Source: an optimization exercise on an open RTL-to-GDS flow (aim: small area, a short achievable clock period and few clock cycles per item). Production flows keep margins and buffers that such runs may drop. Power figures rest on the tool's default switching activity, not on a simulated workload.

run A:
// lfp16_mcu
module lfp16_mcu (
    input  wire        clk,
    input  wire        rst,         
    input  wire        cmd_valid,
    output wire        cmd_ready,
    input  wire [63:0] cmd,
    output reg         rsp_valid,
    input  wire        rsp_ready,
    output wire [63:0] rsp
);
Size: ~560 cells after synthesis, roughly 26 flip-flops, roughly 130 I/O pins.
==> flow/config.mk <==
export PLATFORM = sky130hd
export DESIGN_NAME = lfp16_mcu
export DESIGN_NICKNAME = lfp16_mcu
export VERILOG_FILES = /design/flow/design.v
export SDC_FILE = /design/flow/constraint.sdc
export NUM_CORES = 4
export LEC_CHECK = 0
export CAP_MARGIN = 20
export CORE_MARGIN = 2
export CORE_UTILIZATION = 40
export SLEW_MARGIN = 20
==> flow/constraint.sdc <==
create_clock -name core_clock -period 6.0 [get_ports {clk}]
set_input_delay 1.2000 -clock core_clock [delete_from_list [all_inputs] [get_ports {clk}]]
set_output_delay 1.2000 -clock core_clock [all_outputs]
set_load 0.01 [all_outputs]
standard.sh (not shown) runs the stock make flow with config.mk's settings and CLKGATE_MAP_FILE= SYNTH_SCRIPT=/design/flow/synth_recipe.tcl, a recipe that flattens the netlist after the stock synthesis.
==> flow/flow/run.sh <==
#!/bin/bash
# Own flow: the standard layout, but synthesis maps with a different ABC
# script (flow/abc.script, via flow/mysynth.tcl). Each tool's output goes to
# a log file here.
set -euo pipefail
W=$(pwd)
export MY_ABC_SCRIPT="$W/flow/abc.script"
export MY_ABC_D=
make -C "$FLOW_HOME" DESIGN_CONFIG="$W/config.mk" WORK_HOME="$W/orfs" CLKGATE_MAP_FILE= \
  SYNTH_SCRIPT="$W/flow/mysynth.tcl" synth > "$W/synth.log" 2>&1
bash standard.sh finish > "$W/layout.log" 2>&1
==> flow/flow/abc.script <==
strash
dch -f
map -D 1800
topo
buffer -p
upsize -D 1800
dnsize -D 1800
stime -p
==> flow/flow/mysynth.tcl <==
# The standard synthesis (synth_recipe.tcl), with only the ABC mapping call
# replaced: Yosys's own ABC script with a delay target (MY_ABC_D, ps) and,
# when MY_ABC_SCRIPT is set, that script instead.
proc synth {args} { yosys synth -nofsm -noshare {*}$args }
proc abc {args} {
  set out {}
  set skip 0
  foreach a $args {
    if {$skip} { set skip 0; continue }
    if {$a eq "-script" || $a eq "-D"} { set skip 1; continue }
    lappend out $a
  }
  if {[info exists ::env(MY_ABC_SCRIPT)] && $::env(MY_ABC_SCRIPT) ne ""} {
    lappend out -script $::env(MY_ABC_SCRIPT)
  }
  if {[info exists ::env(MY_ABC_D)] && $::env(MY_ABC_D) ne ""} {
    lappend out -D $::env(MY_ABC_D)
  }
  puts "abc call: $out"
  yosys abc {*}$out
}
source $::env(SCRIPTS_DIR)/synth.tcl
# left out here: clear keep_hierarchy, flatten, clean up, hide names made inside functions, write 1_2_yosys.v
What run B does differently from run A at the input level:
Settings: SETUP_SLACK_MARGIN: unset -> 2.5.
==> flow/flow/abc.script <==
strash
dch -f
map -D 1200
topo
buffer -p
upsize -D 1200
dnsize -D 1200
stime -p
==> comparison <==
- Portion of the clock cycle consumed by the worst path in the final layout was higher in the run labelled run A.
- Chip height for run B: 2.8 um up relative to run A
- The run showing the greater worst setup slack is run B.
- In the flow results for run A and run B, the post-synthesis share of cell area spent on and, or, nand and nor gates is larger on run B.
## Diff of input files: run C against run B
Settings: clearing SETUP_SLACK_MARGIN, which used to be 2.5.
==> flow/flow/run.sh <==
#!/bin/bash
# Own flow: the standard layout, but synthesis maps with a different ABC
# script (flow/mysynth.tcl). Each tool's output goes to a log file here.
set -euo pipefail
W=$(pwd)
export MY_ABC_D=${MY_ABC_D:-3000}
make -C "$FLOW_HOME" DESIGN_CONFIG="$W/config.mk" WORK_HOME="$W/orfs" CLKGATE_MAP_FILE= \
  SYNTH_SCRIPT="$W/flow/mysynth.tcl" synth > "$W/synth.log" 2>&1
bash standard.sh finish > "$W/layout.log" 2>&1
removed: flow/flow/abc.script
[summary]
- Diff run B -> run C: global routing usage summed across all routing layers shrank by 9.2 points; total routed wire length on the met1 layer shows a reduction of 2000 um; count of clock-buffer cells in the layout essentially unchanged.
- Run C vs. run B: well-tap cell count dropped about 19%; clock network fraction of design power saw an increase; worst clock skew on the final layout essentially unchanged.
Input changes introduced in run D (baseline for comparison: run C):
==> flow/flow/run.sh <==
#!/bin/bash
# Own flow: the standard layout, but synthesis maps with a different ABC
# script (flow/abc.script, via flow/mysynth.tcl). Each tool's output goes to
# a log file here.
set -euo pipefail
W=$(pwd)
export MY_ABC_SCRIPT="$W/flow/abc.script"
export MY_ABC_D=
make -C "$FLOW_HOME" DESIGN_CONFIG="$W/config.mk" WORK_HOME="$W/orfs" CLKGATE_MAP_FILE= \
  SYNTH_SCRIPT="$W/flow/mysynth.tcl" synth > "$W/synth.log" 2>&1
bash standard.sh finish > "$W/layout.log" 2>&1
==> flow/flow/abc.script (new file) <==
strash
dch -f
map -D 1200
topo
buffer -p
upsize -D 1200
dnsize -D 1200
stime -p
==> comparison <==
Worst-path maximum fanout: run D vs run C up 18. Looking at share of cells above drive strength 1 across run D and run C, the one that comes out higher is run C. Compared with run C, run D shows a lower cell count along the critical path. Run D vs run C, share of total power in the clock network went down by 1.9 points.
Relative to run D, the following input files were edited for run E:
==> flow/run.sh (new file) <==
#!/bin/bash
# synth_recipe.tcl (not shown) runs the flow's synth.tcl, then flattens the netlist and writes it again
# the make line also repeats each setting of config.mk as NAME=value (left out here)
make -C /OpenROAD-flow-scripts/flow DESIGN_CONFIG=/design/flow/config.mk WORK_HOME=/design/flow/orfs CLKGATE_MAP_FILE= SYNTH_SCRIPT=/design/flow/synth_recipe.tcl finish
removed: flow/flow/run.sh
removed: flow/flow/abc.script
removed: flow/flow/mysynth.tcl
removed: flow/standard.sh
## What came out
Going from run D to run E, die footprint shows no meaningful change; headroom to the max-slew limit shows an increase of 8.4 points; final area shows an increase of 1.3%; least setup slack across all paths after layout shows a reduction of 0.20 ns; critical path depth shows a reduction of 1.
Clock period minus worst slack delta (run E − run D): unfavourable
The achievable clock frequency of run E was inferior to that of run D.
A combinational family with the most area after synthesis of simple AND/OR/NAND/NOR gates is what run D shows, while compound AO/OA/AOI/OAI gates belongs to run E.
Relative to run E, the following input files were edited for run F:
Settings: setting SETUP_SLACK_MARGIN to 2.0 for the first time.
==> flow/flow/run.sh (new file) <==
#!/bin/bash
# Own flow: the standard layout, but synthesis maps with a different ABC
# script (flow/abc.script, via flow/mysynth.tcl). Each tool's output goes to
# a log file here.
set -euo pipefail
W=$(pwd)
export MY_ABC_SCRIPT="$W/flow/abc.script"
export MY_ABC_D=
make -C "$FLOW_HOME" DESIGN_CONFIG="$W/config.mk" WORK_HOME="$W/orfs" CLKGATE_MAP_FILE= \
  SYNTH_SCRIPT="$W/flow/mysynth.tcl" synth > "$W/synth.log" 2>&1
bash standard.sh finish > "$W/layout.log" 2>&1
==> flow/flow/abc.script (new file) <==
strash
dch -f
map -D 1200
topo
buffer -p
upsize -D 1200
dnsize -D 1200
stime -p
==> flow/flow/mysynth.tcl (new file) <==
# The standard synthesis (synth_recipe.tcl), with only the ABC mapping call
# replaced: Yosys's own ABC script with a delay target (MY_ABC_D, ps) and,
# when MY_ABC_SCRIPT is set, that script instead.
proc synth {args} { yosys synth -nofsm -noshare {*}$args }
proc abc {args} {
  set out {}
  set skip 0
  foreach a $args {
    if {$skip} { set skip 0; continue }
    if {$a eq "-script" || $a eq "-D"} { set skip 1; continue }
    lappend out $a
  }
  if {[info exists ::env(MY_ABC_SCRIPT)] && $::env(MY_ABC_SCRIPT) ne ""} {
    lappend out -script $::env(MY_ABC_SCRIPT)
  }
  if {[info exists ::env(MY_ABC_D)] && $::env(MY_ABC_D) ne ""} {
    lappend out -D $::env(MY_ABC_D)
  }
  puts "abc call: $out"
  yosys abc {*}$out
}
source $::env(SCRIPTS_DIR)/synth.tcl
# left out here: clear keep_hierarchy, flatten, clean up, hide names made inside functions, write 1_2_yosys.v
==> flow/standard.sh (new file) <==
#!/bin/bash
# synth_recipe.tcl (not shown) runs the flow's synth.tcl, then flattens the netlist and writes it again
# the make line also repeats each setting of config.mk as NAME=value (left out here)
make -C /OpenROAD-flow-scripts/flow DESIGN_CONFIG=/design/flow/config.mk WORK_HOME=/design/flow/orfs CLKGATE_MAP_FILE= SYNTH_SCRIPT=/design/flow/synth_recipe.tcl "${@:-finish}"
removed: flow/run.sh
### Flow results
Fraction of synthesized area in multiplexers (run F over run E): decrease, 1.5 points. Compared to run E, run F has clock power share 7.2 points lower. Run F vs run E, final-layout non-clock buffer area share went up by 0.18 points. Per the comparison of run F with run E, global-route usage rose 0.68 points; post-route worst hold slack lost 0.017 ns; total power of the final layout +0.19 mW. Relative to run E, number of nets in the finished design has gone up in run F.
Function was not checked in any run of this note: the RTL went through the layout flow alone.

## what the ideal ports hide
The results above use ideal ports. As a check the final layouts listed here were re-extracted and re-timed, cells and wires unchanged.
Step 1: set_driving_cell puts a clkbuf_16 on clk and a buf_2 on each other input, an assumption about the parent block.
Step 2 moves the port delays by t, midway between the first and last clock arrival at a register: inputs arrive t later, outputs are due t later. That takes back most of the time a late clock gives input paths.
Slacks: no drivers / after step 1 / after step 2; pairs: no drivers / after step 1.
run | t, ns | setup WS [ns] | hold slack, ns
run A | 0.296 | 0.552 / 0.555 / 0.259 | 0.473 / 0.473 / 0.473
run B | 0.294 | 2.034 / 2.027 / 1.732 | 0.501 / 0.501 / 0.501
run C | 0.292 | 0.366 / 0.365 / 0.073 | 0.544 / 0.544 / 0.544
run D | 0.291 | 0.630 / 0.636 / 0.345 | 0.500 / 0.500 / 0.500
run E | 0.295 | 0.427 / 0.417 / 0.122 | 0.520 / 0.520 / 0.520
run F | 0.287 | 1.962 / 1.964 / 1.677 | 0.503 / 0.503 / 0.503
After both steps every run listed still meets setup and hold. For run E, which loses most, drivers alone change the setup slack by -0.010 ns; drivers and shift together by -0.305 ns.
